What follows belongs to an exercise in optimizing a design on an open flow for small area; a production flow would make more cautious choices. Only simulation tests tie the RTL to the original design; equivalence was not proved. Power figures rest on the tool's default switching activity, not on a simulated workload.

==> flow/config.mk <==
export PLATFORM = sky130hd
export DESIGN_NAME = dcc_packet_core
export DESIGN_NICKNAME = dcc_packet_core
export VERILOG_FILES = /design/flow/design.v
export SDC_FILE = /design/flow/constraint.sdc
export NUM_CORES = 4
export LEC_CHECK = 0
export CAP_MARGIN = 20
export CORE_MARGIN = 2
export CORE_UTILIZATION = 40
export SLEW_MARGIN = 20
==> flow/constraint.sdc <==
create_clock -name core_clock -period 10.0 [get_ports {clk}]
set_input_delay 2.0000 -clock core_clock [delete_from_list [all_inputs] [get_ports {clk}]]
set_output_delay 2.0000 -clock core_clock [all_outputs]
set_load 0.01 [all_outputs]
==> flow/design.v <==
module dcc_encoder (
    input  wire [39:0] payload,    
    input  wire [1:0]  kc,         
    output wire [47:0] bytes,      
    output wire [55:0] frame,
    output wire [5:0]  bit_count
);
    wire [7:0] p0 = payload[39:32];
    wire [7:0] p1 = payload[31:24];
    wire [7:0] p2 = payload[23:16];
    wire [7:0] p3 = payload[15:8];
    wire [7:0] p4 = payload[7:0];
    wire [7:0] cs = p0 ^ p1 ^ p2 ^ p3 ^ p4;
    wire [7:0] q2 = p2 | ((kc == 2'd0) ? cs : 8'h00);
    wire [7:0] q3 = p3 | ((kc == 2'd1) ? cs : 8'h00);
    wire [7:0] q4 = p4 | ((kc == 2'd2) ? cs : 8'h00);
    wire [7:0] q5 =      ((kc == 2'd3) ? cs : 8'h00);
    assign bytes = {p0, p1, q2, q3, q4, q5};
    assign frame = {1'b0, p0, 1'b0, p1, 1'b0, q2, kc == 2'd0, q3, kc == 2'd1, q4,
                    kc == 2'd2, q5, kc == 2'd3, 1'b0};
    assign bit_count = (kc == 2'd0) ? 6'd28 : (kc == 2'd1) ? 6'd37 : (kc == 2'd2) ? 6'd46 : 6'd55;
endmodule
module dcc_cmd_decode (
    input  wire [207:0] cmd_word,
    input  wire         acc_rev,       
    output wire         do_load,       
    output wire         do_rsp,        
    output wire [1:0]   rsp_kind,      
    output wire [3:0]   slot,          
    output wire [39:0]  payload,
    output wire [1:0]   kc,            
    output wire         rep4,          
    output wire         thr            
);
    wire [7:0]  op   = cmd_word[7:0];
    wire [3:0]  argc = cmd_word[11:8];
    wire [31:0] a0 = cmd_word[47:16];
    wire [31:0] a1 = cmd_word[79:48];
    wire [31:0] a2 = cmd_word[111:80];
    wire [31:0] a3 = cmd_word[143:112];
    wire [31:0] a4 = cmd_word[175:144];
    wire [31:0] a5 = cmd_word[207:176];
    wire a0_h14 = (a0[31:14] == 18'd0);
    wire a0_h9  = a0_h14 && (a0[13:9] == 5'd0);
    wire a0_h4  = a0_h9  && (a0[8:4] == 5'd0);
    wire a1_h14 = (a1[31:14] == 18'd0);
    wire a1_h10 = a1_h14 && (a1[13:10] == 4'd0);
    wire a1_h8  = a1_h10 && (a1[9:8] == 2'd0);
    wire a1_h2  = a1_h8  && (a1[7:2] == 6'd0);
    wire a2_h8  = (a2[31:8] == 24'd0);
    wire a2_h7  = a2_h8 && !a2[7];
    wire a2_h3  = a2_h7 && (a2[6:3] == 4'd0);
    wire a2_h1  = a2_h3 && (a2[2:1] == 2'd0);
    wire a3_h8  = (a3[31:8] == 24'd0);
    wire a3_h1  = a3_h8 && (a3[7:1] == 7'd0);
    wire a4_h8  = (a4[31:8] == 24'd0);
    wire a5_h8  = (a5[31:8] == 24'd0);
    wire a0_cab = a0_h14 && !(a0[13] && (a0[12] || a0[11]));        
    wire a1_cab = a1_h14 && !(a1[13] && (a1[12] || a1[11]));
    wire a0_slot = a0_h4 && !(a0[3] && a0[2] && (a0[1] || a0[0]));  
    wire a1_cv  = (a1_h10 && (a1[9:0] != 10'd0))
                  || (a1_h14 && a1[13:0] == 14'd1024);               
    wire base = (cmd_word[15:12] == 4'd0) && (op[7:4] == 4'd0);
    wire op1 = base && (op[3:0] == 4'h1);
    wire op2 = base && (op[3:0] == 4'h2);
    wire op3 = base && (op[3:0] == 4'h3);
    wire op4 = base && (op[3:0] == 4'h4);
    wire op8 = base && (op[3:0] == 4'h8);
    wire op9 = base && (op[3:0] == 4'h9);
    wire opA = base && (op[3:0] == 4'hA);
    wire opB = base && (op[3:0] == 4'hB);
    wire raw_argc = (argc >= 4'd3) && (argc <= 4'd6);
    wire raw_bytes = a1_h8 && a2_h8 && (argc < 4'd4 || a3_h8)
                     && (argc < 4'd5 || a4_h8) && (argc < 4'd6 || a5_h8);
    assign do_load =
          (op1 && argc == 4'd4 && a0_slot && a0[3:0] != 4'd0 && a1_cab && a3_h1)
       || (op2 && argc == 4'd2 && a0_cab && a1_h8)
       || (op2 && argc == 4'd3 && a0_cab && a1_h8 && a2_h8)
       || (op3 && argc == 4'd3 && a0_h9 && a1_h2 && a2_h1)
       || (op4 && raw_argc && raw_bytes && a0_slot)
       || (op8 && argc == 4'd3 && a0_cab && a1_cv && a2_h8)
       || (op9 && argc == 4'd4 && a0_cab && a1_cv);
    assign do_rsp = (op4 && !(raw_argc && raw_bytes))
                    || ((opA || opB) && argc == 4'd0);
    assign rsp_kind = {op[3], !op[3] || op[0]};
    wire is_raw = op[2];
    wire is_acc = op[1] && op[0];
    wire is_thr = !op[3] && !op[1] && op[0] && !op[2];
    wire is_fn  = !op[3] && op[1];
    wire is_cvb = op[3] && !op[0];
    wire long_fn = argc[0];            
    assign thr  = is_thr;
    assign rep4 = !(is_thr || is_raw);
    assign slot = (is_thr || is_raw) ? a0[3:0] : 4'd0;
    wire [13:0] cab = is_thr ? a1[13:0] : a0[13:0];
    wire        two = (cab[13:7] != 7'd0);
    wire [9:0]  cv_a = a1[9:0] - 10'd1;
    wire        sp_big  = !a2[31] && (!a2_h7 || (a2[6:0] >= 7'd126));
    wire [6:0]  sp_code = a2[31] ? 7'd1 : sp_big ? 7'd127 : (a2[6:0] == 7'd0) ? 7'd0 : a2[6:0] + 7'd1;
    wire [2:0]  bitn = a2[31] ? 3'd0 : !a2_h3 ? 3'd7 : a2[2:0];
    wire        bitv = !a3[31] && (a3[30:0] != 31'd0);
    wire [7:0] r0 = is_thr ? 8'h3F
                  : is_fn  ? (long_fn ? {7'b1101111, a1[0]} : {2'b10, a1[5:0]})
                  : {5'b11101, !op[0], cv_a[9:8]};
    wire [7:0] r1 = is_thr ? {a3[0], sp_code}
                  : is_fn  ? (long_fn ? a2[7:0] : 8'h00)
                  : cv_a[7:0];
    wire [7:0] r2 = (is_thr || is_fn) ? 8'h00
                  : is_cvb ? a2[7:0] : {4'hF, bitv, bitn};
    wire [39:0] cab_pay = two ? {2'b11, cab[13:8], cab[7:0], r0, r1, r2}
                              : {cab[7:0], r0, r1, r2, 8'h00};
    wire [39:0] acc_pay = {2'b10, a0[5:0], 1'b1, ~a0[8:6], 1'b1, a1[1:0], a2[0] ^ acc_rev, 24'd0};
    wire [39:0] raw_pay = {a1[7:0], a2[7:0],
                           (argc[2:0] >= 3'd4) ? a3[7:0] : 8'h00,
                           (argc[2:0] >= 3'd5) ? a4[7:0] : 8'h00,
                           (argc[2:0] == 3'd6) ? a5[7:0] : 8'h00};
    assign payload = is_raw ? raw_pay : is_acc ? acc_pay : cab_pay;
    wire [1:0] cab_kc = (is_thr || (is_fn && long_fn)) ? 2'd1 : is_fn ? 2'd0 : 2'd2;
    assign kc = is_raw ? argc[1:0] - 2'd3 : is_acc ? 2'd0 : cab_kc + {1'b0, two};
endmodule
module dcc_packet_core (
    input  wire         clk,
    input  wire         rst,           
    input  wire         cmd_valid,
    output wire         cmd_ready,
    input  wire [207:0] cmd_word,
    input  wire         cfg_we,
    input  wire         cfg_acc_rev,
    input  wire         pkt_done,      
    output wire [55:0]  tx_frame,      
    output wire [5:0]   tx_len,        
    output wire [3:0]   tx_slot,       
    output reg          rsp_valid,
    output reg  [1:0]   rsp_kind,      
    output wire [3:0]   rsp_slot,
    output wire [6:0]   rsp_speed,
    output wire         rsp_dir,
    output wire [2:0]   rsp_len,
    output wire [47:0]  rsp_bytes,
    output wire [7:0]   rsp_rep
);
    localparam NS = 13;                
    localparam EW = 46;                
    localparam [41:0] IDLE_PK = {8'hFF, 32'h0, 2'd0};    
    reg acc_rev;
    wire        dec_load, dec_rsp, dec_rep4, dec_thr;
    wire [1:0]  dec_kind, dec_kc;
    wire [3:0]  dec_slot;
    wire [39:0] dec_payload;
    dcc_cmd_decode u_dec (
        .cmd_word (cmd_word),
        .acc_rev  (acc_rev),
        .do_load  (dec_load),
        .do_rsp   (dec_rsp),
        .rsp_kind (dec_kind),
        .slot     (dec_slot),
        .payload  (dec_payload),
        .kc       (dec_kc),
        .rep4     (dec_rep4),
        .thr      (dec_thr)
    );
    reg  [39:0] c_pay;
    reg  [1:0]  c_kc;
    reg  [3:0]  c_slot;
    reg         c_rep4;
    reg         c_thr;
    reg         waiting;               
    reg         last_valid;
    reg  [EW*NS-1:0] ring;
    reg  [3:0]  h;                     
    reg  [3:0]  recycle_reg;           
    reg  [3:0]  max_loaded;
    reg         next_valid;
    reg  [3:0]  next_slot;
    reg         next_rep4;
    reg         cj_run;
    reg  [3:0]  cj_cnt;
    reg         cj_inplace;
    reg         cj_clear;              
    reg  [3:0]  cur;
    reg  [3:0]  rot;
    reg  [2:0]  repeat_left;
    reg  [41:0] latch;                 
    reg         eg_wait;               
    reg         eg_run;
    reg         eg_scan;               
    reg  [3:0]  eg_cnt;
    assign cmd_ready = !waiting && !cj_run;
    wire accept = cmd_valid && cmd_ready;
    wire [47:0] tx_bytes_unused;
    dcc_encoder u_tx (
        .payload  (latch[41:2]),
        .kc       (latch[1:0]),
        .bytes    (tx_bytes_unused),
        .frame    (tx_frame),
        .bit_count(tx_len)
    );
    assign tx_slot = cur;
    wire [55:0] rsp_frame_unused;
    wire [5:0]  rsp_bits_unused;
    dcc_encoder u_rsp (
        .payload  (c_pay),
        .kc       (c_kc),
        .bytes    (rsp_bytes),
        .frame    (rsp_frame_unused),
        .bit_count(rsp_bits_unused)
    );
    wire [7:0] sp_byte = c_kc[0] ? c_pay[23:16] : c_pay[15:8];
    assign rsp_dir   = sp_byte[7];
    assign rsp_speed = (sp_byte[6:1] == 6'd0) ? 7'd0 : sp_byte[6:0] - 7'd1;
    assign rsp_slot  = (rsp_kind == 2'd3) ? 4'd12 : c_slot;
    assign rsp_len   = {1'b0, c_kc} + 3'd3;
    assign rsp_rep   = {5'd0, c_rep4, 2'd0};
    wire [EW-1:0] hd     = ring[EW*NS-1 -: EW];
    wire [3:0]    hd_own = hd[3:0];
    wire          hd_v   = (hd_own != 4'd0);
    wire [41:0]   hd_pk  = hd[45:4];
    wire rel = waiting && !next_valid;
    wire one_shot = (c_slot == 4'd0);
    wire match_prev = hd_v && (hd_own == c_slot);
    wire cj_write   = cj_run && !cj_clear && (cj_inplace ? match_prev : (h == next_slot));
    wire cj_inval   = cj_run && (cj_clear || (!cj_inplace && match_prev));
    wire [EW-1:0] wr_entry = cj_write ? {c_pay, c_kc, c_slot}
                                      : {hd[45:4], cj_inval ? 4'd0 : hd_own};
    wire [4:0] key     = {h <= rot, h};
    wire [4:0] cur_key = {cur <= rot, cur};
    wire       eg_hit  = eg_run && (eg_scan ? (hd_v && (cur == 4'd15 || key < cur_key))
                                            : (h == cur));
    wire eg_event = (pkt_done && !cj_run) || (eg_wait && !cj_run);
    wire [3:0] rotc = (cur != 4'd0 && cur != 4'd15) ? cur : rot;
    wire r1 = (cur == 4'd0) && (repeat_left != 3'd0);
    wire r2 = !r1 && next_valid;
    wire r3 = !r1 && !next_valid && (max_loaded != 4'd0);
    wire r4 = !r1 && !next_valid && (max_loaded == 4'd0);
    always @(posedge clk) begin
        ring <= {ring[EW*(NS-1)-1:0], wr_entry};
        if (rst) begin
            h           <= 4'd0;
            acc_rev     <= 1'b0;
            waiting     <= 1'b0;
            last_valid  <= 1'b0;
            recycle_reg <= 4'd0;
            max_loaded  <= 4'd0;
            next_valid  <= 1'b0;
            cj_run      <= 1'b1;
            cj_cnt      <= 4'd0;
            cj_clear    <= 1'b1;
            cur         <= 4'd15;
            rot         <= 4'd0;
            repeat_left <= 3'd0;
            latch       <= IDLE_PK;
            eg_wait     <= 1'b0;
            eg_run      <= 1'b0;
            rsp_valid   <= 1'b0;
        end else begin
            h <= (h == 4'd12) ? 4'd0 : h + 4'd1;
            rsp_valid <= 1'b0;
            if (cfg_we && cmd_ready)
                acc_rev <= cfg_acc_rev;
            if (accept) begin
                if (dec_load) begin
                    waiting <= 1'b1;
                    c_pay   <= dec_payload;
                    c_kc    <= dec_kc;
                    c_slot  <= dec_slot;
                    c_rep4  <= dec_rep4;
                    c_thr   <= dec_thr;
                end
                if (dec_rsp && !(dec_kind == 2'd2 && !last_valid)) begin
                    rsp_valid <= 1'b1;
                    rsp_kind  <= dec_kind;
                end
            end
            if (rel) begin
                waiting    <= 1'b0;
                last_valid <= 1'b1;
                next_valid <= 1'b1;
                next_rep4  <= c_rep4;
                cj_run     <= 1'b1;
                cj_cnt     <= 4'd0;
                cj_inplace <= 1'b0;
                cj_clear   <= 1'b0;
                if (one_shot) begin
                    next_slot <= 4'd0;
                end else if (recycle_reg != 4'd0) begin
                    next_slot   <= recycle_reg;
                    recycle_reg <= 4'd0;
                end else if (max_loaded != 4'd12) begin
                    next_slot  <= max_loaded + 4'd1;
                    max_loaded <= max_loaded + 4'd1;
                end else begin
                    cj_inplace <= 1'b1;
                end
                if (c_thr) begin
                    rsp_valid <= 1'b1;
                    rsp_kind  <= 2'd0;
                end
            end
            if (cj_run) begin
                cj_cnt <= cj_cnt + 4'd1;
                if (cj_cnt == 4'd12)
                    cj_run <= 1'b0;
                if (cj_inval && !cj_clear)
                    recycle_reg <= h;
                if (cj_inplace && cj_write)
                    next_slot <= h;
            end
            if (pkt_done && cj_run)
                eg_wait <= 1'b1;
            if (eg_event) begin
                eg_wait <= 1'b0;
                if (r1) begin
                    repeat_left <= repeat_left - 3'd1;
                end else begin
                    rot <= rotc;
                    if (r2) begin
                        cur         <= next_slot;
                        repeat_left <= (next_slot == 4'd0 && next_rep4) ? 3'd4 : 3'd0;
                        next_valid  <= 1'b0;
                        eg_run      <= 1'b1;
                        eg_scan     <= 1'b0;
                        eg_cnt      <= 4'd0;
                    end else if (r3) begin
                        if (!(rotc < max_loaded))
                            rot <= 4'd0;
                        eg_run  <= 1'b1;
                        eg_scan <= 1'b1;
                        eg_cnt  <= 4'd0;
                        cur     <= 4'd15;
                    end else begin
                        cur   <= 4'd15;
                        latch <= IDLE_PK;
                    end
                end
            end
            if (eg_run) begin
                eg_cnt <= eg_cnt + 4'd1;
                if (eg_cnt == 4'd12)
                    eg_run <= 1'b0;
                if (eg_hit) begin
                    latch <= hd_pk;
                    if (eg_scan)
                        cur <= h;
                end
            end
        end
    end
endmodule
==> flow/flow/run.sh <==
#!/bin/bash
# Standard ORFS layout (standard.sh), with two changes:
#  - each port gets a sky130_fd_sc_hd__buf_1 buffer (the default picks a larger cell);
#  - clock tree synthesis uses clkbuf_8 leaf clusters of up to 16 registers and
#    inserts no dummy loads.
set -euo pipefail
cd "$(dirname "$0")/.."
export BUFFER_PORTS_ARGS="-buffer_cell sky130_fd_sc_hd__buf_1"
export CTS_ARGS="-sink_clustering_enable -repair_clock_nets -dont_use_dummy_load -buf_list sky130_fd_sc_hd__clkbuf_8 -sink_clustering_size 16 -sink_clustering_max_diameter 60"
bash standard.sh > flow_standard.log 2>&1
==> flow/standard.sh <==
#!/bin/bash
# synth_recipe.tcl (not shown) runs the flow's synth.tcl, then flattens the netlist and writes it again
# the make line also repeats each setting of config.mk as NAME=value (left out here)
make -C /OpenROAD-flow-scripts/flow DESIGN_CONFIG=/design/flow/config.mk WORK_HOME=/design/flow/orfs CLKGATE_MAP_FILE= SYNTH_SCRIPT=/design/flow/synth_recipe.tcl "${@:-finish}"
==> out/metrics.yaml, run 1 <==
outcome: "finished clean"
routed_wl_mm: 64.0
rsz0062_at_grt: "false"
critPathLaunchType: "primary input"
ir_worst_vdd_mv: 0.112
hold_path_end: "ring[240]"
crit_cells: 8
cts-resized-gates: 0
dieArea_sq_um: 59200
die_x_microns: 243
multiInputGateArea_sq_um: 6820
slew_violations: 0
rows: 87
ys.flop_type: "dfxtp_1"
grt_max_degree: 52
place_ws_ns: 4.51
initialDrtViolationCount: 999
layout_setup_ws_ns: 5.08
min_period_over_period_pct: 49.2
cts_buffers: 57
ctsHtreeMaxLevel: 2
postCtsSetupRepairBufs: 0
p_leak_nw: 9.49
drive_gt1_share_pct: 6.00
max_stage_delay_ns: 0.80
syn-cell-area_sq_um: 22900
max_freq_mhz: 203
synth-seq-cells: 737
synth-warning-count: 1
layout_min_cycle_time_ns: 4.92
portBuffers: 342
clkSlewWorstSetupHoldPaths_ns: 0.10
synthDistinctLibCells: 78
ys_seq_area_share_pct: 67.0
crit_path_max_fanout: 48
path_cells: "buf_1 -> nor4_1 -> nand4_1 -> o32ai_1 -> nor4bb_1 -> o21ai_0 -> a211oi_4 -> buf_4"
seqCellArea_sq_um: 15400
critPathTopFamily: "simple AND/OR/NAND/NOR gates"
synthCells: 1924
insertion_delay_ns: 0.69
synth_top_cell_by_area: "dfxtp_1"
reg2reg_to: "latch[31]"
overflow: 0
ff2ff_setup_slack_ns: 6.71
design.core.area_sq_um: 56500
pin_count: 355
required_ns: 10.20
reg_top3: "ring: 598 flops, latch: 42 flops, c_pay: 40 flops"
fillers: 5288
reg2reg_depth: 12
synthTopCellsByArea: "dfxtp_1, edfxtp_1, xnor2_1, nand2_1, ha_1"
critical_path_class: "primary input to flip-flop"
die_y_microns: 243
drtPass1Iterations: 6
setup_viol: 0
wire_per_inst_microns: 21.4
tns_ns: 0
report.final.hold_viol_count: 0
min_from: "ring[194]"
regMostFlops: "ring"
cp.arrival_ns: 5.12
hold_buffers: 0
fin_skew_ns: 0.112
p_per_area_nw_per_um2: 177
slowest_stage: "nor4_1"
viasPerCell: 5.00
groute.usage.overall_pct: 21.3
max_slew_margin_pct: 32.3
crit_path_end_kind: "flip-flop"
hold_depth: 0
antenna_found_initial: 11
r2r_start: "cur[0]"
dp_hpwl_mm: 49.3
final_nets: 2495
total_power_mw: 4.52
worst_hold_slack_ns: 0.260
clock_sinks: 737
grt_pass1_wl_mm: 93.6
initial_core_util_pct: 40.6
yosysTopAreaCellShare_pct: 59.0
tightest_slew_ns: 1.01
max_cap_violations: 0
hp-class: "flip-flop to flip-flop"
largest_reg_flops: 598
syn-mean-instance-area_sq_um: 11.9
async_flop_share_pct: 0
cp_num_buf_inv: 2
synth_edf_count: 61
cts_tree: "done"
drtAntennaViolNets: 0
syn2layout_area_growth_pct: 11.2
grt_pass1_vias: 14734
drc: 0
root_buffer: "clkbuf_8"
vias: 14971
globalplace.congestion: 0.938
clockBufferDepth: 3
[worst reg2reg max path, delay by kind of cell (launching register included)]
family | cells | cell delay, ns
compound gates | 5 | 0.71
fa+ha+maj | 2 | 0.52
buf+inv | 2 | 0.87
flops | 1 | 0.64
mux | 1 | 0.31
simple gates | 2 | 0.18
[metal layers]
| metal | part of all wire, % | vias up | track usage (%) |
|---|---|---|---|
| met2 | 48 | 544 | 36.6 |
| met5 | 0.097 | - | 0 |
| met3 | 5.3 | 125 | 3.48 |
| met4 | 3.6 | 10 | 7.81 |
| li1 | - | 7087 | - |
| met1 | 43 | 7205 | 27.0 |
[cell type report]
type | count | area share [%]
flip-flops and latches | 737 | 60.3
multi-input cells | 1040 | 26.8
repair buffers | 355 | 5.43
well taps | 756 | 3.71
clock buffers | 57 | 3.08
inverters | 45 | 0.663
diodes | 4 | 0.0393
[through the flow]
step	instances	instance area, sq um	util, %
after floorplan	1934	23000	-
after global placement	2933	24700	43.7
after detailed placement	2933	24700	43.7
after CTS	2990	25500	45.1
after global routing	2992	25500	45.1
final	2994	25500	45.1
[report_power, final]
part / internal (mW) / switching, mW
sequential: 2.98 / 0.00716
combinational: 0.0584 / 0.120
clock: 0.508 / 0.844
[how the worst max path moves through the flow]
stage	startpoint	end	slack, ns
floorplan	cmd_word[48]	c_kc[0]	2.31
global placement	cmd_word[142]	c_pay[13]	4.56
detailed placement	cmd_word[0]	c_pay[8]	4.51
CTS	c_kc[0]	rsp_speed[4]	5.10
global route	cmd_word[0]	c_pay[12]	4.98
finish	cmd_word[142]	c_pay[27]	5.08
[cells in the mapped netlist (30+ instances only)]
master,count
a21o_1,52
a21oi_1,78
buf_4,46
clkbuf_1,39
dfxtp_1,676
edfxtp_1,61
ha_1,45
inv_1,43
mux2_2,43
mux2i_1,55
nand2_1,165
nor2_1,118
nor3_1,30
nor4_1,44
o21ai_0,62
xnor2_1,83
[layout by cell type, fill, tap and decap left out, types with 8 or more instances in the layout]
master    count
mux2_2       43
edfxtp_1     61
xnor2_1      83
nand2b_1     11
nand4_1      13
buf_4        13
nand3_1      28
conb_1       12
xor2_1       13
nor2_1      118
o21ai_0      62
nor4_1       44
a21o_1       52
nor3_1       30
a31oi_1       8
and3_1       12
a21oi_1      78
buf_1       341
nand2_1     165
mux2i_1      55
nor2b_1      17
ha_1         45
clkbuf_8     57
dfxtp_1     676
and2_1       28
inv_1        43
[kinds of logic (layout without fill, tap and decap cells)]
family	after synthesis	in the layout	synth area share [%]
buf+inv	157	457	3.47
compound gates	284	284	8.09
mux	98	98	4.51
other cells	2	16	0.0328
fa+ha+maj	45	45	2.46
flops	737	737	67.0
xor+xnor	96	96	3.67
simple gates	505	505	10.7
==> inputs of run 2 (changes only) <==
--- a/flow/config.mk
+++ b/flow/config.mk
@@ -9,3 +9,4 @@
 export CORE_MARGIN = 2
-export CORE_UTILIZATION = 40
+export CORE_UTILIZATION = 60
+export PLACE_DENSITY = 0.7
 export SLEW_MARGIN = 20
==> run 2 against run 1 <==
Against the previous run: via count down 0.51%; non-clock buffer count decreased by 1; sequential power is essentially flat; highest routed layer is now met4; sequential share of layout area rose by 0.81 points; largest cell class unchanged; area after synthesis did not move; synthesized cell count unchanged; flip-flop and latch count is the same; worst hold slack better by 0.014 ns; critical endpoint is now c_pay[3]; still clean on timing, DRC and antenna; maximum frequency up 0.67%.
==> out/metrics.yaml, run 2 <==
root_buffer: "clkbuf_8"
crit_cells: 7
cts_buffers: 55
reg_top3: "ring: 598 flops, latch: 42 flops, c_pay: 40 flops"
crit_path_end: "c_pay[3]"
cp_num_buf_inv: 2
max_cap_violations: 0
postCtsSetupRepairBufs: 0
largest_reg_flops: 598
ff2ff_setup_slack_ns: 6.59
crit_path_max_fanout: 25
max_stage_delay_ns: 0.70
report.final.hold_viol_count: 0
clock_sinks: 737
max_freq_mhz: 205
final_common_cell: "dfxtp_1"
placed_cell_area_sq_um: 24400
r2r_start: "cur[0]"
layout_min_cycle_time_ns: 4.89
slew_violations: 0
layout_setup_ws_ns: 5.11
drc: 0
antenna_found_initial: 6
hp-class: "flip-flop to flip-flop"
viasPerCell: 5.42
groute.usage.overall_pct: 29.3
dp_hpwl_mm: 44.8
yosysTopAreaCellShare_pct: 59.0
synth.most_common_cell: "dfxtp_1"
synth_edf_count: 61
reg2reg_depth: 12
grt_pass1_vias: 14421
hold_buffers: 0
path_cells: "buf_1 -> or4b_4 -> inv_2 -> or4b_4 -> a21boi_4 -> nand2_1 -> o31ai_1"
syn2layout_area_growth_pct: 9.69
ctsHtreeMaxLevel: 2
syn-cell-area_sq_um: 22900
min_period_over_period_pct: 48.9
drive_gt1_share_pct: 5.87
routed_wl_mm: 59.0
p_per_area_nw_per_um2: 178
portBuffers: 342
rsz0062_at_grt: "false"
pin_count: 355
p_leak_nw: 9.47
synthTopCellsByArea: "dfxtp_1, edfxtp_1, xnor2_1, nand2_1, ha_1"
dieArea_sq_um: 39800
setup_viol: 0
grt_max_degree: 52
clkSlewWorstSetupHoldPaths_ns: 0.10
ys_seq_area_share_pct: 67.0
clockBufferDepth: 3
final_core_util_pct: 66.7
final_nets: 2492
crit_path_frequent_cell: "or4b_4"
cts-resized-gates: 0
fin_area_sq_um: 25100
layout_common_cells: "dfxtp_1, buf_1, nand2_1, nor2_1, xnor2_1"
grt_pass1_wl_mm: 85.3
crit_path_end_kind: "flip-flop"
synthDistinctLibCells: 78
syn-mean-instance-area_sq_um: 11.9
synthCells: 1924
insertion_delay_ns: 0.64
synth_top_cell_by_area: "dfxtp_1"
die_y_microns: 199
critPathTopFamily: "simple AND/OR/NAND/NOR gates"
required_ns: 10.42
ys.flop_type: "dfxtp_1"
slowest_stage: "or4b_4"
regMostFlops: "ring"
tns_ns: 0
initialDrtViolationCount: 1233
synth-seq-cells: 737
gr-usage-met3_pct: 4.03
reg2reg_to: "latch[27]"
tightest_slew_ns: 0.969
ir_worst_vdd_mv: 0.0958
min_from: "ring[223]"
outcome: "finished clean"
critical_path_class: "primary input to flip-flop"
crit_start: "cmd_word[0]"
critPathLaunchType: "primary input"
max_slew_margin_pct: 35.2
worst_hold_slack_ns: 0.274
synth-warning-count: 1
grt-busiest-layer: "met2"
cp.arrival_ns: 5.31
design.core.area_sq_um: 37700
drtAntennaViolNets: 0
overflow: 0
place_ws_ns: 4.63
vias: 14895
globalplace.congestion: 0.944
fin_skew_ns: 0.0716
drtPass1Iterations: 6
rows: 71
initial_core_util_pct: 60.8
async_flop_share_pct: 0
die_x_microns: 199
wire_per_inst_microns: 21.5
gr-usage-met2_pct: 51.8
grt_use_met1_pct: 35.7
synth_commonest_cells: "dfxtp_1, nand2_1, nor2_1"
cts_tree: "done"
run 2: cell counts after synthesis:
No cell type changed its count.
run 2: logic make-up after synthesis:
kind of cell | count (synthesis) | share of synthesized area (%)
other cells | 2 | 0.0328
xor+xnor | 96 | 3.67
simple gates | 505 | 10.7
buf+inv | 157 | 3.47
compound gates | 284 | 8.09
fa+ha+maj | 45 | 2.46
flops | 737 | 67.0
mux | 98 | 4.51
run 2: cell type report:
| class | instances | area, sq um |
|---|---|---|
| Antenna cell | 6 | 15.0 |
| Clock buffer | 55 | 757 |
| Fill cell | 2858 | 12500 |
| Inverter | 45 | 169 |
| Multi-Input combinational cell | 1040 | 6820 |
| Sequential cell | 737 | 15400 |
| Tap cell | 511 | 639 |
| Timing Repair Buffer | 354 | 1380 |
run 2: worst min path at each step:
stage,to,cells after the start
floorplan,ring[100],0
global placement,ring[205],0
detailed placement,ring[587],0
CTS,ring[269],0
global route,ring[269],0
finish,ring[269],0
run 2: where the power goes:
group / total (mW) / internal (mW) / switching [mW]
combinational: 0.170 / 0.0581 / 0.112
clock: 1.32 / 0.491 / 0.832
sequential: 2.98 / 2.98 / 0.00670
total: 4.48 / 3.53 / 0.951
run 2: stage by stage:
| stage | cells | power [mW] |
|---|---|---|
| CTS | 2742 | 4.51 |
| floorplan | 1934 | 3.14 |
| detailed placement | 2687 | 3.22 |
| global placement | 2687 | 3.22 |
| global route | 2747 | 4.63 |
| finish | 2748 | 4.48 |
run 2: per-layer routing:
layer | wire length [microns] | part of all wire, %
met5 | 0 | 0
met4 | 2390 | 4.1
met3 | 2990 | 5.1
met2 | 29800 | 50
met1 | 23800 | 40
==> inputs of run 3 (changes only) <==
--- a/flow/design.v
+++ b/flow/design.v
@@ -31,4 +31,3 @@
     output wire [1:0]   kc,            
-    output wire         rep4,          
-    output wire         thr            
+    output wire         not_raw        
 );
@@ -91,4 +90,3 @@
     wire long_fn = argc[0];            
-    assign thr  = is_thr;
-    assign rep4 = !(is_thr || is_raw);
+    assign not_raw = !is_raw;
     assign slot = (is_thr || is_raw) ? a0[3:0] : 4'd0;
@@ -145,3 +143,3 @@
     reg acc_rev;
-    wire        dec_load, dec_rsp, dec_rep4, dec_thr;
+    wire        dec_load, dec_rsp, dec_cab;
     wire [1:0]  dec_kind, dec_kc;
@@ -158,4 +156,3 @@
         .kc       (dec_kc),
-        .rep4     (dec_rep4),
-        .thr      (dec_thr)
+        .not_raw  (dec_cab)
     );
@@ -164,4 +161,3 @@
     reg  [3:0]  c_slot;
-    reg         c_rep4;
-    reg         c_thr;
+    reg         c_cab;                 
     reg         waiting;               
@@ -212,3 +208,3 @@
     assign rsp_len   = {1'b0, c_kc} + 3'd3;
-    assign rsp_rep   = {5'd0, c_rep4, 2'd0};
+    assign rsp_rep   = {5'd0, c_cab && (c_slot == 4'd0), 2'd0};
     wire [EW-1:0] hd     = ring[EW*NS-1 -: EW];
@@ -265,4 +261,3 @@
                     c_slot  <= dec_slot;
-                    c_rep4  <= dec_rep4;
-                    c_thr   <= dec_thr;
+                    c_cab   <= dec_cab;
                 end
@@ -277,3 +272,3 @@
                 next_valid <= 1'b1;
-                next_rep4  <= c_rep4;
+                next_rep4  <= c_cab && one_shot;
                 cj_run     <= 1'b1;
@@ -293,3 +288,3 @@
                 end
-                if (c_thr) begin
+                if (c_cab && !one_shot) begin
                     rsp_valid <= 1'b1;
==> flow/flow/run.sh (replaced) <==
#!/bin/bash
# Standard ORFS layout (standard.sh), with these changes:
#  - synthesis maps the combinational logic with an area-oriented ABC script
#    (flow/synth_area.tcl wraps the standard synth_recipe.tcl);
#  - each port gets a sky130_fd_sc_hd__buf_1 buffer (the default picks a larger cell);
#  - clock tree synthesis uses small leaf clusters of one buffer size and
#    inserts no dummy loads.
set -euo pipefail
cd "$(dirname "$0")/.."
export FLOW_WORK="$PWD"
export FLOW_ABC_SCRIPT="$PWD/flow/abc_area.script"
export BUFFER_PORTS_ARGS="-buffer_cell sky130_fd_sc_hd__buf_1"
export CTS_ARGS="-sink_clustering_enable -repair_clock_nets -dont_use_dummy_load -buf_list sky130_fd_sc_hd__clkbuf_8 -sink_clustering_size 16 -sink_clustering_max_diameter 60"
sed "s#SYNTH_SCRIPT=[^ ]*synth_recipe.tcl#SYNTH_SCRIPT=$PWD/flow/synth_area.tcl#" standard.sh > standard_area.sh
grep -q "synth_area.tcl" standard_area.sh
bash standard_area.sh > flow_standard.log 2>&1
==> flow/flow/abc_area.script (new file) <==
strash; dch -f; map -a; mfs2; strash; dch -f; map -a; topo
==> flow/flow/synth_area.tcl (new file) <==
# Standard synthesis (synth_recipe.tcl, unchanged), except that the ABC call that maps
# the combinational logic to cells uses the area-oriented script in abc_area.script.
# Registers are not touched by ABC, so they keep the standard synthesis's cells and names.
proc abc {args} {
  set i [lsearch -exact $args -script]
  if {$i >= 0} {
    set args [lreplace $args $i [expr {$i + 1}] -script $::env(FLOW_ABC_SCRIPT)]
  }
  set j [lsearch -exact $args -D]
  if {$j >= 0} {
    set args [lreplace $args $j [expr {$j + 1}]]
  }
  yosys abc {*}$args
}
source $::env(FLOW_WORK)/synth_recipe.tcl
==> run 3 against run 2 <==
Against the previous run: worst hold slack better by 0.0093 ns; worst setup slack worse by 0.45 ns; clock-buffer cell count is 1 lower; highest routed layer unchanged.
==> out/metrics.yaml, run 3 <==
syn-mean-instance-area_sq_um: 11.1
synth-warning-count: 1
dieArea_sq_um: 38400
slew_violations: 0
synth-seq-cells: 736
p_per_area_nw_per_um2: 182
ctsHtreeMaxLevel: 2
tightest_slew_ns: 0.905
wire_per_inst_microns: 20.4
grt_use_met1_pct: 37.8
antenna_found_initial: 1
drive_gt1_share_pct: 3.56
drc: 0
synthTopCellsByArea: "dfxtp_1, edfxtp_1, nand2_1, o21ai_0, clkinv_1"
layout_min_cycle_time_ns: 5.34
gr-usage-met2_pct: 52.4
reg_top3: "ring: 598 flops, latch: 42 flops, c_pay: 40 flops"
setup_viol: 0
layout_common_cells: "dfxtp_1, buf_1, nand2_1, clkinv_1, o21ai_0"
grt-busiest-layer: "met2"
tns_ns: 0
die_x_microns: 196
clock_sinks: 736
final_nets: 2623
cts_tree: "done"
synth_top_cell_by_area: "dfxtp_1"
pin_count: 355
root_buffer: "clkbuf_8"
design.core.area_sq_um: 36400
ys.flop_type: "dfxtp_1"
report.final.hold_viol_count: 0
synth.most_common_cell: "dfxtp_1"
yosysTopAreaCellShare_pct: 61.2
max_slew_margin_pct: 39.1
routed_wl_mm: 57.8
dp_hpwl_mm: 43.8
overflow: 0
crit_path_max_fanout: 36
required_ns: 10.33
clkSlewWorstSetupHoldPaths_ns: 0.09
drtAntennaViolNets: 0
vias: 15242
syn2layout_area_growth_pct: 11.0
placed_cell_area_sq_um: 23800
critical_path_class: "primary input to flip-flop"
initialDrtViolationCount: 988
min_period_over_period_pct: 53.4
initial_core_util_pct: 60.6
synthCells: 1990
max_cap_violations: 0
rows: 70
hold_buffers: 0
synth_edf_count: 60
critPathLaunchType: "primary input"
fin_skew_ns: 0.0964
portBuffers: 342
die_y_microns: 196
p_leak_nw: 9.20
insertion_delay_ns: 0.67
cts-resized-gates: 0
total_power_mw: 4.47
synthDistinctLibCells: 43
largest_reg_flops: 598
viasPerCell: 5.38
cts_buffers: 54
hold_depth: 0
globalplace.congestion: 0.937
rsz0062_at_grt: "false"
min_from: "ring[92]"
cp.arrival_ns: 5.67
fin_area_sq_um: 24500
layout_setup_ws_ns: 4.66
grt_max_degree: 71
synth_commonest_cells: "dfxtp_1, nand2_1, clkinv_1"
grt_pass1_wl_mm: 86.3
max_freq_mhz: 187
clockBufferDepth: 3
grt_pass1_vias: 15012
place_ws_ns: 3.94
crit_path_end_kind: "flip-flop"
drtPass1Iterations: 5
hp-class: "flip-flop to flip-flop"
postCtsSetupRepairBufs: 0
final_common_cell: "dfxtp_1"
ir_worst_vdd_mv: 0.164
r2r_start: "cj_run"
reg2reg_to: "latch[30]"
gr-usage-met3_pct: 4.95
syn-cell-area_sq_um: 22100
stdcell_count: 2831
outcome: "finished clean"
async_flop_share_pct: 0
reg2reg_depth: 8
place_inst: 2776
fillers: 2791
hold_path_end: "ring[138]"
regMostFlops: "ring"
ys_seq_area_share_pct: 69.4
ff2ff_setup_slack_ns: 6.41
groute.usage.overall_pct: 30.0
## run 3: cell count changes after synthesis, moves of 31 or more
cell,delta
nand3_1,+47
a21oi_1,+37
a21o_1,-52
mux2i_1,-54
nand2_1,+86
clkinv_1,+169
mux2_2,-43
clkbuf_1,-39
xor2_1,+43
o21ai_0,+66
inv_1,-43
xnor2_1,-64
o21bai_1,+31
## run 3: kinds of logic after synthesis
family / synth area share (%)
compound gates: 9.92
xor+xnor: 2.97
fa+ha+maj: 2.55
buf+inv: 4.38
flops: 69.4
mux: 0.0453
other cells: 0.0340
simple gates: 10.7
## run 3: routing by layer
layer / vias up / routed length (microns)
met2: 576 / 28500
met4: 0 / 1860
met3: 102 / 3300
li1: 7350 / -
met5: - / 0
met1: 7214 / 24200
## run 3: worst max path at each step
stage,end,cells after the start,start
floorplan,c_cab,10,cmd_word[0]
global placement,c_pay[27],14,cmd_word[0]
detailed placement,c_kc[0],15,cmd_word[0]
CTS,c_kc[0],15,cmd_word[0]
global route,c_kc[0],18,cmd_word[0]
finish,c_kc[0],18,cmd_word[0]
## run 3: through the flow
step | utilization, % | hold slack [ns]
finish | 67.3 | 0.283
global route | 67.3 | 0.282
CTS | 67.3 | 0.283
detailed placement | 65.3 | 0.312
global placement | 65.3 | 0.310
floorplan | - | 0.310
## run 3: layout make-up
| type | count | area (sq um) | area share [%] |
|---|---|---|---|
| flip-flops and latches | 736 | 15300 | 62.5 |
| multi-input cells | 1050 | 5860 | 23.9 |
| repair buffers | 352 | 1360 | 5.55 |
| clock buffers | 54 | 743 | 3.03 |
| inverters | 170 | 639 | 2.61 |
| well taps | 468 | 586 | 2.39 |
| diodes | 1 | 2.50 | 0.0102 |
## run 3: worst max-delay path: stages
cell,delay (ns)
buf_1,0.18
clkinv_1,0.17
nor3_1,0.28
clkinv_1,0.21
nor2_2,0.11
buf_4,0.35
clkinv_1,0.38
nand2_1,0.14
nand2_1,0.07
or4_2,0.54
nor2_1,0.15
buf_4,0.27
nor2_1,0.16
buf_4,0.24
clkinv_1,0.16
nand2_1,0.06
o21ai_0,0.08
o21ai_0,0.10
## run 3: power breakdown
| part | internal [mW] | leakage [nW] | switching [mW] | total [mW] |
|---|---|---|---|---|
| combinational | 0.0579 | 2.84 | 0.118 | 0.176 |
| sequential | 2.97 | 5.97 | 0.00819 | 2.98 |
| clock | 0.483 | 0.388 | 0.831 | 1.31 |
| total | 3.51 | 9.20 | 0.958 | 4.47 |
==> inputs of run 4 (changes only) <==
--- a/flow/flow/run.sh
+++ b/flow/flow/run.sh
@@ -12,3 +12,3 @@
 export BUFFER_PORTS_ARGS="-buffer_cell sky130_fd_sc_hd__buf_1"
-export CTS_ARGS="-sink_clustering_enable -repair_clock_nets -dont_use_dummy_load -buf_list sky130_fd_sc_hd__clkbuf_8 -sink_clustering_size 16 -sink_clustering_max_diameter 60"
+export CTS_ARGS="-sink_clustering_enable -repair_clock_nets -dont_use_dummy_load -buf_list sky130_fd_sc_hd__clkbuf_4 -sink_clustering_size 10 -sink_clustering_max_diameter 40"
 sed "s#SYNTH_SCRIPT=[^ ]*synth_recipe.tcl#SYNTH_SCRIPT=$PWD/flow/synth_area.tcl#" standard.sh > standard_area.sh
==> flow/flow/abc_area.script (replaced) <==
strash; &get -n; &dch -f; &nf -a; &put; mfs2; strash; dch -f; map -a; topo
==> run 4 against run 3 <==
Against the previous run: die area unchanged; cell count is 0.57% higher; sequential share of layout area rose by 0.16 points; combinational power is 4% higher; clock skew is 0.026 ns higher; non-clock buffer count rose by 1; still clean; maximum frequency is 3.9% higher; sequential power hardly changed; clock power fell by 5%.
==> out/metrics.yaml, run 4 <==
die_y_microns: 196
synthDistinctLibCells: 43
total_power_mw: 4.41
syn-cell-area_sq_um: 22100
drc: 0
ctsHtreeMaxLevel: 3
routed_wl_mm: 57.2
crit_path_end_kind: "output port"
max_freq_mhz: 194
fillers: 2811
insertion_delay_ns: 0.81
max_slew_margin_pct: 31.0
portBuffers: 342
tns_ns: 0
critical_path_class: "flip-flop to output port"
fin_skew_ns: 0.122
cts-resized-gates: 0
viasPerCell: 5.39
grt_pass1_wl_mm: 85.1
initial_core_util_pct: 60.6
tightest_slew_ns: 1.03
design.core.area_sq_um: 36400
cts_tree: "done"
syn-mean-instance-area_sq_um: 11.2
die_x_microns: 196
dp_hpwl_mm: 43.9
ff2ff_setup_slack_ns: 6.16
ys.flop_type: "dfxtp_1"
crit_path_max_fanout: 19
rsz0062_at_grt: "false"
grt_max_degree: 78
drtAntennaViolNets: 0
slew_violations: 0
wire_per_inst_microns: 20.1
overflow: 0
ys_seq_area_share_pct: 69.4
final_nets: 2637
max_cap_violations: 0
synth-warning-count: 1
p_leak_nw: 9.11
postCtsSetupRepairBufs: 0
yosysTopAreaCellShare_pct: 61.2
layout_common_cells: "dfxtp_1, buf_1, o21ai_0, nand2_1, clkinv_1"
drtPass1Iterations: 7
groute.usage.overall_pct: 29.7
critPathLaunchType: "flip-flop"
synth_commonest_cells: "dfxtp_1, o21ai_0, nand2_1"
initialDrtViolationCount: 904
reg_top3: "ring: 598 flops, latch: 42 flops, c_pay: 40 flops"
hp-class: "flip-flop to flip-flop"
required_ns: 8.00
final_common_cell: "dfxtp_1"
hold_buffers: 0
outcome: "finished clean"
pin_count: 355
report.final.hold_viol_count: 0
clock_sinks: 736
synthTopCellsByArea: "dfxtp_1, edfxtp_1, o21ai_0, nand2_1, clkinv_1"
synth_edf_count: 60
async_flop_share_pct: 0
setup_viol: 0
clkSlewWorstSetupHoldPaths_ns: 0.10
min_period_over_period_pct: 51.4
drive_gt1_share_pct: 5.56
ir_worst_vdd_mv: 0.0936
cts_buffers: 89
largest_reg_flops: 598
synth_top_cell_by_area: "dfxtp_1"
regMostFlops: "ring"
globalplace.congestion: 0.973
layout_min_cycle_time_ns: 5.14
cp.arrival_ns: 3.14
rows: 70
syn2layout_area_growth_pct: 10.7
dieArea_sq_um: 38400
p_per_area_nw_per_um2: 180
clockBufferDepth: 3
vias: 15332
grt_pass1_vias: 15302
synthCells: 1968
synth-seq-cells: 736
antenna_found_initial: 4
synth.most_common_cell: "dfxtp_1"
root_buffer: "clkbuf_4"
## run 4: cell count changes after synthesis, moves of 14 or more
cell      before  now
mux2_2         0   15
nand2_1      251  187
nand3_1       75   46
o21ai_0      128  189
o21bai_1      33   17
xnor2_1       19   33
## run 4: per-stage QoR
| step | setup WS (ns) | std cells | cell area, sq um | hold slack (ns) | utilization, % |
|---|---|---|---|---|---|
| global route | 4.54 | 2847 | 24500 | 0.276 | 67.1 |
| floorplan | 3.02 | 1978 | 22100 | 0.310 | - |
| CTS | 4.74 | 2843 | 24400 | 0.261 | 67.1 |
| detailed placement | 3.97 | 2754 | 23800 | 0.312 | 65.2 |
| finish | 4.86 | 2847 | 24500 | 0.276 | 67.1 |
| global placement | 4.07 | 2754 | 23800 | 0.310 | 65.2 |
## run 4: cells by family after synthesis
family / after synthesis / share of synthesized area (%)
XOR/XNOR: 79 / 3.13
other: 2 / 0.0340
adder cells (fa/ha/maj): 45 / 2.55
AND/OR/NAND/NOR: 467 / 9.20
buffers and inverters: 224 / 4.55
AO/OA/AOI/OAI: 398 / 10.3
multiplexers: 17 / 0.855
flip-flops: 736 / 69.4
## run 4: path summary, 6_finish.rpt
kind	startpoint	to	cells after the start
setup / recovery	c_kc[0]	rsp_speed[4]	9
hold / removal	ring[322]	ring[368]	0
setup reg to reg	h[0]	latch[38]	17
hold reg to reg	ring[322]	ring[368]	0
## run 4: critical path: stages, from the launching register on
cell      delay (ns)
edfxtp_1        0.67
o21ai_0         0.51
clkinv_1        0.16
nor2_1          0.16
clkinv_1        0.10
nor2_1          0.13
nand3b_1        0.13
nor2_1          0.30
a21oi_1         0.09
buf_1           0.14
## run 4: report_power, final
part	total (mW)	leakage [nW]	switching (mW)	internal, mW
combinational	0.183	2.69	0.123	0.0599
sequential	2.98	6.01	0.00733	2.97
clock	1.24	0.409	0.835	0.409
## run 4: per-layer routing
metal,share of wire (%),track usage (%),vias to the layer above
met5,0.030,0,-
met4,4.9,14.7,2
met3,5.1,5.00,148
met2,49,51.5,580
met1,41,35.9,7218
li1,-,-,7384
## run 4: final cells by class
class                           instances  area [sq um]  area share, %
Sequential cell                       736         15300           62.7
Clock buffer                           89           668           2.73
Antenna cell                            3          7.51         0.0307
Inverter                              180           676           2.76
Multi-Input combinational cell       1018          5810           23.8
Timing Repair Buffer                  353          1380           5.64
Tap cell                              468           586           2.39
==> inputs of run 5 (changes only) <==
==> flow/flow/abc_area.script (replaced) <==
strash; &get -n; &deepsyn -T 60; &put; dch -f; amap; mfs2; strash; dch -f; amap; topo
==> run 5 against run 4 <==
Against the previous run: critical endpoint is now c_pay[26]; combinational power down 8%; first-iteration DRC count up 7.9%; largest power group unchanged; maximum frequency down 26%; worst hold slack worse by 0.019 ns; clock power about the same; total power down 0.34%; sequential power about the same; die area down 2.5%.
==> out/metrics.yaml, run 5 <==
outcome: "finished clean"
yosysTopAreaCellShare_pct: 62.9
hold_path_end: "ring[553]"
critPathLaunchType: "primary input"
reg2reg_to: "cur[2]"
die_x_microns: 193
ctsHtreeMaxLevel: 3
hold_depth: 0
layout_min_cycle_time_ns: 6.96
max_slew_margin_pct: 41.0
hp-class: "flip-flop to flip-flop"
fin_skew_ns: 0.0942
clkSlewWorstSetupHoldPaths_ns: 0.09
synthTopCellsByArea: "dfxtp_1, edfxtp_1, clkinv_1, o22ai_1, nor2_1"
wire_per_inst_microns: 21.3
antenna_found_initial: 6
place_inst: 2633
grt_pass1_wl_mm: 85.4
grt_use_met1_pct: 39.4
pin_count: 355
max_cap_violations: 0
max_freq_mhz: 144
dieArea_sq_um: 37400
cts_buffers: 88
final_common_cell: "dfxtp_1"
synth-seq-cells: 736
p_leak_nw: 8.78
root_buffer: "clkbuf_4"
p_per_area_nw_per_um2: 184
drtAntennaViolNets: 0
portBuffers: 342
stdcell_count: 2727
design.core.area_sq_um: 35500
ys.flop_type: "dfxtp_1"
reg_top3: "ring: 598 flops, latch: 42 flops, c_pay: 40 flops"
layout_common_cells: "dfxtp_1, buf_1, clkinv_1, nor2_1, o22ai_1"
clockBufferDepth: 3
drc: 0
synth.most_common_cell: "dfxtp_1"
initial_core_util_pct: 60.7
synth_top_cell_by_area: "dfxtp_1"
synthDistinctLibCells: 49
initialDrtViolationCount: 975
required_ns: 10.45
viasPerCell: 5.51
drtPass1Iterations: 6
cp.arrival_ns: 7.41
gr-usage-met2_pct: 50.1
regMostFlops: "ring"
synth_edf_count: 60
postCtsSetupRepairBufs: 0
largest_reg_flops: 598
synthCells: 1855
routed_wl_mm: 58.1
clock_sinks: 736
insertion_delay_ns: 0.77
globalplace.congestion: 0.997
reg2reg_depth: 19
crit_start: "cmd_word[2]"
syn-cell-area_sq_um: 21500
setup_viol: 0
ff2ff_setup_slack_ns: 6.45
rsz0062_at_grt: "false"
synth-warning-count: 1
ir_worst_vdd_mv: 0.162
hold_buffers: 0
vias: 15032
grt_pass1_vias: 14668
tightest_slew_ns: 0.882
die_y_microns: 193
crit_path_end_kind: "flip-flop"
crit_path_max_fanout: 20
dp_hpwl_mm: 43.9
tns_ns: 0
groute.usage.overall_pct: 30.4
gr-usage-met3_pct: 4.95
cts-resized-gates: 0
overflow: 0
syn2layout_area_growth_pct: 10.9
critical_path_class: "primary input to flip-flop"
final_nets: 2521
r2r_start: "h[0]"
multiInputGateArea_sq_um: 5050
slew_violations: 0
syn-mean-instance-area_sq_um: 11.6
synth_commonest_cells: "dfxtp_1, clkinv_1, nor2_1"
cts_tree: "done"
min_from: "ring[507]"
min_period_over_period_pct: 69.6
grt_max_degree: 58
seqCellArea_sq_um: 15300
fillers: 2683
async_flop_share_pct: 0
report.final.hold_viol_count: 0
rows: 69
ys_seq_area_share_pct: 71.2
drive_gt1_share_pct: 4.42
grt-busiest-layer: "met2"
[run 5: metal layers]
metal	up-vias	share of wire (%)
met2	644	47
li1	7179	-
met3	136	6.0
met1	7073	42
met5	-	0
met4	0	4.6
[run 5: critical path, cell delays in order]
cell	delay [ns]
buf_1	0.09
buf_4	0.28
clkinv_1	0.47
nand2_1	0.61
clkinv_1	0.57
nand3_1	0.23
nor2_1	0.08
nor2_1	0.14
clkinv_1	0.12
nor2_1	0.22
clkinv_1	0.18
nor2_1	0.40
clkinv_1	0.63
nor2_1	0.74
clkinv_1	0.31
o22ai_1	0.21
a2111oi_0	0.09
[run 5: stage by stage]
step                cell area [sq um]  util (%)  setup slack [ns]  power, mW  hold slack (ns)
floorplan                       21600         -              4.39       3.12            0.310
global placement                23200      65.4              2.60       3.21            0.309
detailed placement              23200      65.4              2.53       3.21            0.312
CTS                             23900      67.2              3.31       4.42            0.250
global route                    23900      67.3              2.67       4.54            0.238
finish                          23900      67.3              3.04       4.39            0.257
[run 5: cells by family (layout without fill, tap and decap cells)]
kind of cell               after synthesis  count (layout)  share of synthesized area, %
adders and majority gates               45              45                          2.61
DFF                                    736             736                          71.2
and+or+nand+nor                        369             369                          7.78
AOI/OAI and AO/OA                      406             406                          12.0
xor gates and xnor gates                19              19                         0.773
buffers and inverters                  278             673                          5.61
other                                    2              18                        0.0349
[run 5: worst max-delay path by stage]
stage                end  slack (ns)  cells past startpoint
6_report       c_pay[26]        3.04                     17
5_1_grt        c_pay[26]        2.67                     18
4_1_cts        c_pay[26]        3.31                     17
3_5_place_dp   c_pay[26]        2.53                     17
3_3_place_gp   c_pay[26]        2.60                     17
2_1_floorplan   ring[38]        4.39                      8
[run 5: area by class of cell]
class / instances / area share [%]
clock buffer: 88 / 2.77
antenna: 6 / 0.0629
sequential: 736 / 64.2
timing repair buffer: 351 / 5.66
tap: 461 / 2.42
inverter: 234 / 3.68
multi-input combinational: 851 / 21.2
[run 5: where the power goes]
group	total (mW)	switching, mW	internal (mW)
logic	0.168	0.114	0.0539
registers	2.98	0.00522	2.97
clock network	1.25	0.841	0.405
==> inputs of run 6 (changes only) <==
--- a/flow/design.v
+++ b/flow/design.v
@@ -194,11 +194,8 @@
     assign tx_slot = cur;
-    wire [55:0] rsp_frame_unused;
-    wire [5:0]  rsp_bits_unused;
-    dcc_encoder u_rsp (
-        .payload  (c_pay),
-        .kc       (c_kc),
-        .bytes    (rsp_bytes),
-        .frame    (rsp_frame_unused),
-        .bit_count(rsp_bits_unused)
-    );
+    wire [7:0] rsp_cs = c_pay[39:32] ^ c_pay[31:24] ^ c_pay[23:16] ^ c_pay[15:8] ^ c_pay[7:0];
+    assign rsp_bytes = {c_pay[39:24],
+                        c_pay[23:16] | ((c_kc == 2'd0) ? rsp_cs : 8'h00),
+                        c_pay[15:8]  | (!c_kc[1] ? rsp_cs : 8'h00),
+                        c_pay[7:0]   | ((c_kc != 2'd3) ? rsp_cs : 8'h00),
+                        rsp_cs};
     wire [7:0] sp_byte = c_kc[0] ? c_pay[23:16] : c_pay[15:8];
==> run 6 against run 5 <==
Against the previous run: register-to-register slack lost 0.70 ns; maximum frequency grew 12%; clock power is essentially flat; critical endpoint is now c_pay[17]; largest cell class unchanged.
==> out/metrics.yaml, run 6 <==
grt_pass1_vias: 14634
critPathLaunchType: "primary input"
layout_common_cells: "dfxtp_1, buf_1, clkinv_1, nor2_1, o22ai_1"
place_inst: 2637
largest_reg_flops: 598
rows: 69
dieArea_sq_um: 37300
portBuffers: 342
ys.flop_type: "dfxtp_1"
synth-warning-count: 1
die_x_microns: 193
slew_violations: 0
regMostFlops: "ring"
required_ns: 10.55
drtPass1Iterations: 7
power.switching_uw: 953
clock_sinks: 736
wire_per_inst_microns: 21.2
outcome: "finished clean"
root_buffer: "clkbuf_4"
syn-cell-area_sq_um: 21500
syn2layout_area_growth_pct: 11.1
layout_min_cycle_time_ns: 6.20
cts-resized-gates: 0
die_y_microns: 193
final_common_cell: "dfxtp_1"
min_from: "ring[145]"
synth_top_family_by_area: "compound AO/OA/AOI/OAI gates"
hold_buffers: 0
min_period_over_period_pct: 62.0
ctsHtreeMaxLevel: 3
synth_edf_count: 60
vias: 15161
synthMuxAreaShare_pct: 0
switching_share_pct: 21.7
async_flop_share_pct: 0
reg_top3: "ring: 598 flops, latch: 42 flops, c_pay: 40 flops"
drive_gt1_share_pct: 4.54
initialDrtViolationCount: 1012
critPathTopFamily: "simple AND/OR/NAND/NOR gates"
yosysTopAreaCellShare_pct: 63.1
tightest_slew_ns: 1.04
fin_skew_ns: 0.113
hp-class: "flip-flop to flip-flop"
fillers: 2664
intPower_mw: 3.45
synthCells: 1860
viasPerCell: 5.55
initial_core_util_pct: 60.6
stdcell_count: 2733
max_stage_delay_ns: 0.82
groute.usage.overall_pct: 30.5
critical_path_class: "primary input to flip-flop"
clkSlewWorstSetupHoldPaths_ns: 0.10
cts_tree: "done"
synth_compound_area_share_pct: 11.9
p_per_area_nw_per_um2: 185
report.final.hold_viol_count: 0
ys_seq_area_share_pct: 71.5
setup_viol: 0
antenna_found_initial: 3
seqPwrFrac_pct: 67.7
ir_worst_vdd_mv: 0.148
synth.most_common_cell: "dfxtp_1"
synth-simple-area-share_pct: 7.91
globalplace.congestion: 0.980
routed_wl_mm: 58.0
postCtsSetupRepairBufs: 0
pin_count: 355
max_cap_violations: 0
drc: 0
rsz0062_at_grt: "false"
dp_hpwl_mm: 44.0
syn-mean-instance-area_sq_um: 11.5
synth_xor_area_share_pct: 0.286
overflow: 0
max_freq_mhz: 161
cts_buffers: 91
crit_start: "cmd_word[2]"
cp.arrival_ns: 6.75
p_leak_nw: 8.77
synthTopCellsByArea: "dfxtp_1, edfxtp_1, clkinv_1, o22ai_1, nor2_1"
synth_top_cell_by_area: "dfxtp_1"
synth-seq-cells: 736
comb_power_share_pct: 3.8
final_nets: 2526
grt_pass1_wl_mm: 83.1
r2r_start: "ring[552]"
drtAntennaViolNets: 0
seqCellArea_sq_um: 15300
grt_max_degree: 49
synth_adder_area_share_pct: 2.51
cp_num_buf_inv: 5
synth_commonest_cells: "dfxtp_1, clkinv_1, nor2_1"
path_cells: "buf_1 -> nor2_1 -> nand2_1 -> clkinv_1 -> nand2_1 -> clkinv_1 -> nor2_1 -> clkinv_1 -> nor2_1 -> clkinv_1 -> o221ai_1"
max_slew_margin_pct: 30.5
multiInputGateArea_sq_um: 4960
design.core.area_sq_um: 35400
synthDistinctLibCells: 49
tns_ns: 0
clockPowerShare_pct: 28.6
slowest_stage: "nor2_1"
crit_path_end_kind: "flip-flop"
crit_path_max_fanout: 16
crit_path_frequent_cell: "clkinv_1"
clockBufferDepth: 3
insertion_delay_ns: 0.79
## run 6: changes by cell type in the layout (fill, tap and decap cells not counted), moves of 4 or more
| cell | change |
|---|---|
| o21bai_1 | -4 |
| nor2_1 | +9 |
| o22a_1 | -7 |
| nand3_1 | -12 |
| a2111oi_0 | -4 |
| a21oi_1 | +17 |
| o22ai_1 | +10 |
| nor3_1 | -5 |
| xor2_1 | -12 |
| clkinv_1 | +13 |
| o21ai_0 | -15 |
## run 6: final timing paths
check              endpoint  cells past startpoint  slack (ns)
setup / recovery  c_pay[17]                     11        3.80
setup reg to reg   ring[42]                      9        5.75
hold / removal    ring[191]                      0        0.28
hold reg to reg   ring[191]                      0        0.28
## run 6: per-stage QoR
step | instance area, sq um | utilization [%] | power [mW] | hold slack [ns] | worst slack, ns
global route | 23800 | 67.3 | 4.56 | 0.255 | 3.60
floorplan | 21500 | - | 3.12 | 0.310 | 1.25
CTS | 23800 | 67.3 | 4.43 | 0.270 | 3.98
finish | 23800 | 67.3 | 4.40 | 0.277 | 3.80
detailed placement | 23100 | 65.4 | 3.21 | 0.312 | 3.21
global placement | 23100 | 65.4 | 3.21 | 0.310 | 3.36
## run 6: power groups by stage
stage	sequential, mW	clock, mW	combinational, mW
CTS	2.98	1.29	0.163
finish	2.98	1.26	0.166
detailed placement	3.05	0	0.162
floorplan	3.04	0	0.0789
global route	2.98	1.40	0.180
global placement	3.05	0	0.162
## run 6: logic make-up (layout without fill, tap and decap cells)
group | after synthesis | after routing
adder cells (fa/ha/maj) | 43 | 43
XOR/XNOR | 7 | 7
AND/OR/NAND/NOR | 372 | 372
buffers and inverters | 291 | 688
flip-flops | 736 | 736
other | 2 | 17
AO/OA/AOI/OAI | 409 | 409
## run 6: area by class of cell
class                      instances  area share (%)
antenna                            5          0.0525
clock buffer                      91            2.87
inverter                         247            3.89
multi-input combinational        843            20.8
sequential                       736            64.3
tap                              461            2.42
timing repair buffer             350            5.64
## run 6: per-layer routing
metal / wire (microns) / GRT usage (%) / vias up
met3: 3470 / 5.63 / 174
li1: - / - / 7185
met1: 23400 / 36.8 / 7130
met2: 28600 / 53.2 / 672
met5: 0 / 0 / -
met4: 2540 / 14.2 / 0
==> inputs of run 7 (changes only) <==
--- a/flow/design.v
+++ b/flow/design.v
@@ -204,3 +204,3 @@
     assign rsp_slot  = (rsp_kind == 2'd3) ? 4'd12 : c_slot;
-    assign rsp_len   = {1'b0, c_kc} + 3'd3;
+    assign rsp_len   = {c_kc != 2'd0, c_kc[1] ~^ c_kc[0], !c_kc[0]};    
     assign rsp_rep   = {5'd0, c_cab && (c_slot == 4'd0), 2'd0};
@@ -217,6 +217,15 @@
                                       : {hd[45:4], cj_inval ? 4'd0 : hd_own};
-    wire [4:0] key     = {h <= rot, h};
-    wire [4:0] cur_key = {cur <= rot, cur};
-    wire       eg_hit  = eg_run && (eg_scan ? (hd_v && (cur == 4'd15 || key < cur_key))
-                                            : (h == cur));
+    function lt4;
+        input [3:0] a, b;
+        begin
+            lt4 = (!a[3] && b[3]) || ((a[3] ~^ b[3]) &&
+                  ((!a[2] && b[2]) || ((a[2] ~^ b[2]) &&
+                  ((!a[1] && b[1]) || ((a[1] ~^ b[1]) && (!a[0] && b[0]))))));
+        end
+    endfunction
+    wire       h_late   = !lt4(rot, h);        
+    wire       cur_late = !lt4(rot, cur);
+    wire       h_first  = (!h_late && cur_late) || ((h_late == cur_late) && lt4(h, cur));
+    wire       eg_hit   = eg_run && (eg_scan ? (hd_v && (cur == 4'd15 || h_first))
+                                             : (h == cur));
     wire eg_event = (pkt_done && !cj_run) || (eg_wait && !cj_run);
@@ -315,3 +324,3 @@
                     end else if (r3) begin
-                        if (!(rotc < max_loaded))
+                        if (!lt4(rotc, max_loaded))
                             rot <= 4'd0;
--- a/flow/flow/run.sh
+++ b/flow/flow/run.sh
@@ -2,3 +2,4 @@
 # Standard ORFS layout (standard.sh), with these changes:
-#  - synthesis maps the combinational logic with an area-oriented ABC script
+#  - synthesis maps the combinational logic with an area-oriented ABC script,
+#    without mapping adders to adder cells first
 #    (flow/synth_area.tcl wraps the standard synth_recipe.tcl);
==> flow/flow/synth_area.tcl (replaced) <==
# Standard synthesis (synth_recipe.tcl, unchanged), except that
#  - the ABC call that maps the combinational logic to cells uses the area-oriented
#    script in abc_area.script;
#  - adders are not mapped to half/full adder cells before ABC (no ADDER_MAP_FILE),
#    so ABC maps all of the combinational logic.
# Registers are not touched by either, so they keep the standard synthesis's cells and names.
set ::env(ADDER_MAP_FILE) ""
proc abc {args} {
  set i [lsearch -exact $args -script]
  if {$i >= 0} {
    set args [lreplace $args $i [expr {$i + 1}] -script $::env(FLOW_ABC_SCRIPT)]
  }
  set j [lsearch -exact $args -D]
  if {$j >= 0} {
    set args [lreplace $args $j [expr {$j + 1}]]
  }
  yosys abc {*}$args
}
source $::env(FLOW_WORK)/synth_recipe.tcl
==> run 7 against run 6 <==
Against the previous run: final area decreased by 2.2%; wire length about the same; area after synthesis decreased by 2.4%; largest cell class unchanged.
==> out/metrics.yaml, run 7 <==
placed_cell_area_sq_um: 22600
min_from: "ring[156]"
synth-seq-cells: 736
synthTopCellsByArea: "dfxtp_1, edfxtp_1, o22ai_1, clkinv_1, nor2_1"
p_leak_nw: 8.37
min_period_over_period_pct: 58.0
clkSlewWorstSetupHoldPaths_ns: 0.10
max_freq_mhz: 172
synth_commonest_cells: "dfxtp_1, clkinv_1, nor2_1"
report.final.hold_viol_count: 0
synth_edf_count: 60
reg2reg_depth: 9
hp-class: "flip-flop to flip-flop"
initial_core_util_pct: 60.8
dieArea_sq_um: 36400
design.core.area_sq_um: 34500
place_ws_ns: 3.57
layout_setup_ws_ns: 4.20
syn-cell-area_sq_um: 20900
drtAntennaViolNets: 0
final_nets: 2442
pin_count: 355
fillers: 2612
die_x_microns: 191
setup_viol: 0
antenna_found_initial: 10
grt_pass1_vias: 14662
hold_path_end: "ring[202]"
syn-mean-instance-area_sq_um: 11.5
rows: 68
postCtsSetupRepairBufs: 0
hold_depth: 0
drc: 0
outcome: "finished clean"
drtPass1Iterations: 5
fin_skew_ns: 0.0693
r2r_start: "c_slot[1]"
slew_violations: 0
root_buffer: "clkbuf_4"
cts-resized-gates: 0
p_per_area_nw_per_um2: 188
initialDrtViolationCount: 1242
seqCellArea_sq_um: 15300
critical_path_class: "primary input to flip-flop"
synthCells: 1823
ff2ff_setup_slack_ns: 5.81
reg2reg_to: "ring[29]"
viasPerCell: 5.58
synth_top_cell_by_area: "dfxtp_1"
synthDistinctLibCells: 47
syn2layout_area_growth_pct: 11.2
vias: 15032
synth-warning-count: 1
required_ns: 10.45
dp_hpwl_mm: 43.6
ys.flop_type: "dfxtp_1"
clock_sinks: 736
overflow: 0
ir_worst_vdd_mv: 0.126
cts_buffers: 87
layout_common_cells: "dfxtp_1, buf_1, clkinv_1, nor2_1, o22ai_1"
cp.arrival_ns: 6.25
grt_max_degree: 49
layout_min_cycle_time_ns: 5.80
crit_path_end_kind: "flip-flop"
portBuffers: 342
max_slew_margin_pct: 38.3
crit_path_max_fanout: 24
yosysTopAreaCellShare_pct: 64.6
ys_seq_area_share_pct: 73.2
tns_ns: 0
grt_pass1_wl_mm: 84.8
regMostFlops: "ring"
hold_buffers: 0
clockBufferDepth: 3
crit_start: "cmd_word[0]"
globalplace.congestion: 0.974
insertion_delay_ns: 0.77
ctsHtreeMaxLevel: 3
rsz0062_at_grt: "false"
max_cap_violations: 0
final_core_util_pct: 67.6
drive_gt1_share_pct: 4.54
synth.most_common_cell: "dfxtp_1"
multiInputGateArea_sq_um: 4470
critPathLaunchType: "primary input"
fin_area_sq_um: 23300
wire_per_inst_microns: 21.5
async_flop_share_pct: 0
final_common_cell: "dfxtp_1"
tightest_slew_ns: 0.923
routed_wl_mm: 58.0
die_y_microns: 191
cts_tree: "done"
largest_reg_flops: 598
groute.usage.overall_pct: 31.7
reg_top3: "ring: 598 flops, latch: 42 flops, c_pay: 40 flops"
[run 7: cell count changes after synthesis, moves of 4 or more]
| cell | previous run | this run |
|---|---|---|
| ha_1 | 43 | 0 |
| a21oi_1 | 67 | 59 |
| o21ai_0 | 93 | 102 |
| nand2_1 | 72 | 66 |
| a221oi_1 | 6 | 15 |
| nor3_1 | 24 | 36 |
| clkinv_1 | 247 | 236 |
| nor4_1 | 38 | 42 |
| nor2_1 | 170 | 175 |
| nand4_1 | 6 | 17 |
| or2_0 | 9 | 4 |
| a31o_1 | 6 | 1 |
| nand3_1 | 15 | 21 |
[run 7: power breakdown]
group / switching, mW / internal [mW]
Clock: 0.839 / 0.401
Sequential: 0.00484 / 2.97
Combinational: 0.108 / 0.0507
[run 7: kinds of logic (layout without fill, tap and decap cells)]
family	count (synthesis)	after routing	share of synthesized area, %
and+or+nand+nor	388	388	8.42
AOI/OAI and AO/OA	411	411	12.3
xor gates and xnor gates	4	4	0.167
buffers and inverters	282	675	5.84
other	2	23	0.0359
DFF	736	736	73.2
[run 7: final cells by class]
cell class,count,share of cell area [%]
multi-input cells,815,19.2
flip-flops and latches,736,65.8
diodes,11,0.118
repair buffers,352,5.83
inverters,236,3.80
well taps,455,2.44
clock buffers,87,2.80
[run 7: worst max-delay path: stages]
cell and delay [ns]:
buf_1 0.33, clkinv_1 0.25, nor2_1 0.23, clkinv_1 0.11, nor2_1 0.09, buf_4 0.21, clkinv_1 0.18, nand2_1 0.09
nand2_1 0.11, nor2_1 0.47, clkinv_1 0.81, nor2_1 0.89, clkinv_1 0.22, nor2_1 0.13, o32ai_1 0.08
[run 7: worst max path at each step]
stage	endpoint	slack, ns	cells past startpoint
2_1_floorplan	c_cab	1.30	8
3_3_place_gp	c_pay[29]	3.61	15
3_5_place_dp	c_pay[29]	3.57	15
4_1_cts	c_pay[29]	4.35	15
5_1_grt	c_pay[29]	3.92	15
6_report	c_pay[29]	4.20	15
[run 7: through the flow]
step	std cells	hold WS, ns	power (mW)
2_1_floorplan	1833	0.310	3.11
3_3_place_gp	2594	0.310	3.20
3_5_place_dp	2594	0.312	3.20
4_1_cts	2681	0.278	4.40
5_1_grt	2692	0.293	4.53
6_report	2692	0.302	4.38
[run 7: per-layer routing]
layer | GRT usage, % | share of wire (%) | up-vias
met3 | 5.47 | 6.3 | 129
met5 | 0 | 0 | -
met4 | 15.4 | 4.4 | 0
met2 | 54.0 | 49 | 706
met1 | 39.1 | 40 | 7119
li1 | - | - | 7078

==> afterwards: timing with drivers on the ports <==
How much do the figures lean on ideal ports? The routed layouts below were timed once more, with nothing changed but the port constraints. Step 1 sets driving cells, clkbuf_16 on the clock port and buf_2 on the other inputs (assumed; they add their load-dependent delay and slew). Step 2 times the ports against the registers' clock, not the clock port: input delays grow and output delays shrink by t, the midpoint of the rising clock arrivals with the driver on. a / b / c = ideal / step 1 / step 2; a / b = the first two.
run | t (ns) | setup slack, ns
run 1 | 0.683 | 5.080 / 5.114 / 4.430
run 2 | 0.660 | 5.113 / 5.083 / 4.423
run 3 | 0.677 | 4.658 / 4.596 / 3.919
run 4 | 0.791 | 4.859 / 4.809 / 4.236
run 5 | 0.776 | 3.037 / 3.062 / 2.286
run 6 | 0.786 | 3.802 / 3.824 / 3.038
run 7 | 0.793 | 4.203 / 4.156 / 3.362
After both steps setup and hold are still met in every run listed.
